This is an optimization exercise on Yosys and OpenROAD, whose aim is small area, not a production implementation. RTL that was checked went through simulation tests only; none was proved equivalent to the original. The clock port is modelled as an ideal driver; clocking choices that lean on that would not hold on a real chip. Power figures rest on the tool's default switching activity, not on a simulated workload.

## alu_adder
module alu_adder (
    input             clk,
    input             rst,
    input             req_valid,
    output            req_ready,
    input      [7:0]  ctrl,
    input      [31:0] src,
    input      [31:0] dest,
    input             flag_we,
    input      [5:0]  flag_wdata,
    output reg        resp_valid,
    output     [31:0] result,
    output     [5:0]  flags,
    output reg        faulted,
    output     [2:0]  fault_cause
);
export LEC_CHECK = 0
export ABC_AREA = 1
export CAP_MARGIN = 20
export CORE_MARGIN = 2
export CORE_UTILIZATION = 40
export SLEW_MARGIN = 20
create_clock -name core_clock -period 20.0 [get_ports {clk}]
standard.sh (not shown) runs the stock make flow with config.mk's settings and CLKGATE_MAP_FILE= SYNTH_SCRIPT=/design/flow/synth_recipe.tcl, a recipe that flattens the netlist after the stock synthesis.
==> flow/flow/run.sh <==
#!/bin/bash
# The standard layout (standard.sh), with four changes:
# - every port gets the smallest buffer cell (sky130_fd_sc_hd__buf_1);
# - the clock tree uses clkbuf_8/clkbuf_4 buffers and no dummy loads;
# - ABC maps the logic for area only (flow/area.abc instead of the
#   standard abc_area.script); the rest of the synthesis is the standard flow's own;
# - after CTS, flow/clock_down.tcl gives each clock buffer the smallest
#   size that keeps every flip-flop clock pin's slew within 110 ps.
# Each tool's output goes to standard.log and to ORFS's logs under orfs/.
set -euo pipefail
W=$PWD
export BUFFER_PORTS_ARGS="-buffer_cell sky130_fd_sc_hd__buf_1"
export POST_CTS_TCL="$W/flow/clock_down.tcl"
export CTS_ARGS="-sink_clustering_enable -repair_clock_nets -dont_use_dummy_load -buf_list sky130_fd_sc_hd__clkbuf_4 -root_buf sky130_fd_sc_hd__clkbuf_8"
cat > "$W/flow_synth.tcl" <<EOF
proc abc {args} {
  set i [lsearch -exact \$args -script]
  if { \$i >= 0 } { lset args [expr { \$i + 1 }] $W/flow/area.abc }
  yosys abc {*}\$args
}
source $W/synth_recipe.tcl
EOF
sed "s#SYNTH_SCRIPT=[^ ]*#SYNTH_SCRIPT=$W/flow_synth.tcl#" standard.sh > standard_area.sh
bash standard_area.sh > standard.log 2>&1
==> flow/flow/area.abc <==
strash
&get -n
&dch
&nf -p -R 1000 -F 8 -C 32
&put
topo
stime -c
dnsize -c
==> flow/flow/clock_down.tcl <==
set db [ord::get_db]
set block [ord::get_db_block]
set limit 0.110
proc worst_clk_slew {} {
  set worst 0
  foreach p [get_pins -hierarchical */CLK] {
    set sl [get_property $p slew_max]
    if { $sl > $worst } { set worst $sl }
  }
  return $worst
}
foreach inst [$block getInsts] {
  set name [$inst getName]
  if { ![string match "clkbuf_*_clk" $name] } { continue }
  set orig [[$inst getMaster] getName]
  foreach cand {sky130_fd_sc_hd__clkbuf_2 sky130_fd_sc_hd__clkbuf_4 sky130_fd_sc_hd__clkbuf_8 sky130_fd_sc_hd__clkbuf_16} {
    if { $cand == $orig } { break }
    $inst swapMaster [$db findMaster $cand]
    estimate_parasitics -placement
    if { [worst_clk_slew] <= $limit } { break }
    $inst swapMaster [$db findMaster $orig]
  }
  estimate_parasitics -placement
  puts "clock buffer $name: [[$inst getMaster] getName]"
}
puts "worst clock pin slew [worst_clk_slew]"
The starting point finished with timing, DRC and antenna clean.
Then changed:
--- a/flow/flow/run.sh
+++ b/flow/flow/run.sh
@@ -1,3 +1,3 @@
 #!/bin/bash
-# The standard layout (standard.sh), with four changes:
+# The standard layout (standard.sh), with three changes:
 # - every port gets the smallest buffer cell (sky130_fd_sc_hd__buf_1);
@@ -5,5 +5,3 @@
 # - ABC maps the logic for area only (flow/area.abc instead of the
-#   standard abc_area.script); the rest of the synthesis is the standard flow's own;
-# - after CTS, flow/clock_down.tcl gives each clock buffer the smallest
-#   size that keeps every flip-flop clock pin's slew within 110 ps.
+#   standard abc_area.script); the rest of the synthesis is the standard flow's own.
 # Each tool's output goes to standard.log and to ORFS's logs under orfs/.
@@ -12,3 +10,2 @@
 export BUFFER_PORTS_ARGS="-buffer_cell sky130_fd_sc_hd__buf_1"
-export POST_CTS_TCL="$W/flow/clock_down.tcl"
 export CTS_ARGS="-sink_clustering_enable -repair_clock_nets -dont_use_dummy_load -buf_list sky130_fd_sc_hd__clkbuf_4 -root_buf sky130_fd_sc_hd__clkbuf_8"
removed: flow/flow/clock_down.tcl
Routed wire length is about the same. Synthesized area is unchanged. Sequential power stays flat. Cell count stays the same. Worst setup slack degrades by 0.040 ns. Global-route usage stays the same. Via count stays flat. First-iteration DRC count goes up by a little under a tenth. Clock skew decreases by 0.0066 ns. Synthesized cell count stays the same. Power rises slightly.


## wip/violet
Another version of the RTL of alu_adder (not shown whole).
For scale: roughly 610 cells after synthesis, about 130 I/O pins, about 5000 um^2 of cells after synthesis.
Settings: LEC_CHECK=0, ABC_AREA=1, CAP_MARGIN=20, CORE_MARGIN=2, CORE_UTILIZATION=40, SLEW_MARGIN=20; clock period 20.0 ns.
==> flow/flow/run.sh <==
#!/bin/bash
# The standard layout (standard.sh), with three changes:
# - every port gets the smallest buffer cell (sky130_fd_sc_hd__buf_1);
# - the clock tree uses clkbuf_8/clkbuf_4 buffers and no dummy loads;
# - ABC maps the logic for area only (flow/area.abc instead of the
#   standard abc_area.script); the rest of the synthesis is the standard flow's own.
# Each tool's output goes to standard.log and to ORFS's logs under orfs/.
set -euo pipefail
W=$PWD
export BUFFER_PORTS_ARGS="-buffer_cell sky130_fd_sc_hd__buf_1"
export CTS_ARGS="-sink_clustering_enable -repair_clock_nets -dont_use_dummy_load -buf_list sky130_fd_sc_hd__clkbuf_4 -root_buf sky130_fd_sc_hd__clkbuf_8"
cat > "$W/flow_synth.tcl" <<EOF
proc abc {args} {
  set i [lsearch -exact \$args -script]
  if { \$i >= 0 } { lset args [expr { \$i + 1 }] $W/flow/area.abc }
  yosys abc {*}\$args
}
source $W/synth_recipe.tcl
EOF
sed "s#SYNTH_SCRIPT=[^ ]*#SYNTH_SCRIPT=$W/flow_synth.tcl#" standard.sh > standard_area.sh
bash standard_area.sh > standard.log 2>&1
==> flow/flow/area.abc <==
strash
dch
map -a
strash
dch -f
map -a
topo
stime -c
buffer -c
dnsize -c
The final layout from wip/violet, which completed every stage, passed the timing, DRC and antenna checks at the end of the flow.
#### Input delta (wip/yarrow over wip/violet)
==> flow/flow/area.abc <==
strash
dch
map -a
topo
stime -c
dnsize -c
[summary]
wip/yarrow vs wip/violet, cell with the largest stage delay on the worst path: sky130_fd_sc_hd__fa_2 vs sky130_fd_sc_hd__fa_1
wip/yarrow has fraction of met2 tracks used by global routing above what wip/violet had.
Summary — final-layout worst hold slack, wip/yarrow relative to wip/violet: lower, by 0.021 ns.
Sort wip/yarrow and wip/violet by sequential share of layout area, ascending, and wip/violet comes first.
Inputs modified between wip/yarrow and wip/sierra:
==> flow/flow/area.abc <==
strash
dch
map -B 0.9
topo
stime -c
buffer -c
dnsize -c
[summary]
wip/sierra vs wip/yarrow: cell area after synthesis up in wip/sierra. Compared with wip/yarrow, in wip/sierra worst setup skew after layout has decreased, number of inserted filler cells in the final layout rose about 13%. Going from wip/yarrow to wip/sierra, post-synthesis cell type count increased by 16% relative to the old numbers, routed wire length increased by 1.3% relative to the old numbers, core utilization of the finished layout decreased by 2.3 points relative to the old numbers, relative slew slack decreased by 8.5 points relative to the old numbers. wip/yarrow → wip/sierra: all-layer global routing usage fell 1.4 points, part of the power in registers comparable, first-pass GRT wire length climbed about 4%, clock period minus final worst setup slack dropped 0.12 ns.
#### Input delta (wip/amber over wip/sierra)
- setting GPL_TIMING_DRIVEN to 0 for the first time
-- flow/flow/area.abc --
<<< wip/sierra, line 3
map -B 0.9
>>> wip/amber, line 3
map -a
Results
- wip/amber against wip/sierra; met2 wirelength from detailed routing is up by a few percent.
- Compared with wip/sierra, wip/amber has less setup slack.
- Share of the clock period used by the worst path after layout (wip/amber over wip/sierra): increase, 0.92 points
Function was not checked in any run of this note: the RTL went through the layout flow alone.

re-timing with driven ports:
In the flow no input, the clock included, has a driving cell. The finished layouts below were timed again as built, in two steps. Step 1, drivers: a clkbuf_16 drives clk and a buf_2 each remaining input, both assumed. Step 2 times the ports against the registers' clock, not the clock port: input delays grow and output delays shrink by t, the midpoint of the rising clock arrivals with the driver on. Slacks: no drivers / after step 1 / after step 2; pairs: no drivers / after step 1.
run | t, ns | setup WS [ns] | slew at the worst register clock pin (ns) | cell pins on the clock port's net
the first run of note 1 | 0.589 | 0.863 / 0.871 / 0.282 | 0.10 / 0.10 | 1
the second run of note 1 | 0.392 | 0.823 / 0.833 / 0.442 | 0.08 / 0.08 | 1
wip/violet | 0.402 | 0.655 / 0.666 / 0.264 | 0.09 / 0.09 | 1
wip/yarrow | 0.404 | 0.702 / 0.715 / 0.311 | 0.10 / 0.10 | 1
wip/sierra | 0.372 | 0.826 / 0.839 / 0.467 | 0.09 / 0.09 | 1
wip/amber | 0.393 | 0.643 / 0.654 / 0.260 | 0.09 / 0.09 | 1
After both steps every run listed still meets setup and hold. The setup slack of the first run of note 1, which loses most, moves by +0.008 ns with the drivers and by -0.581 ns with both steps.
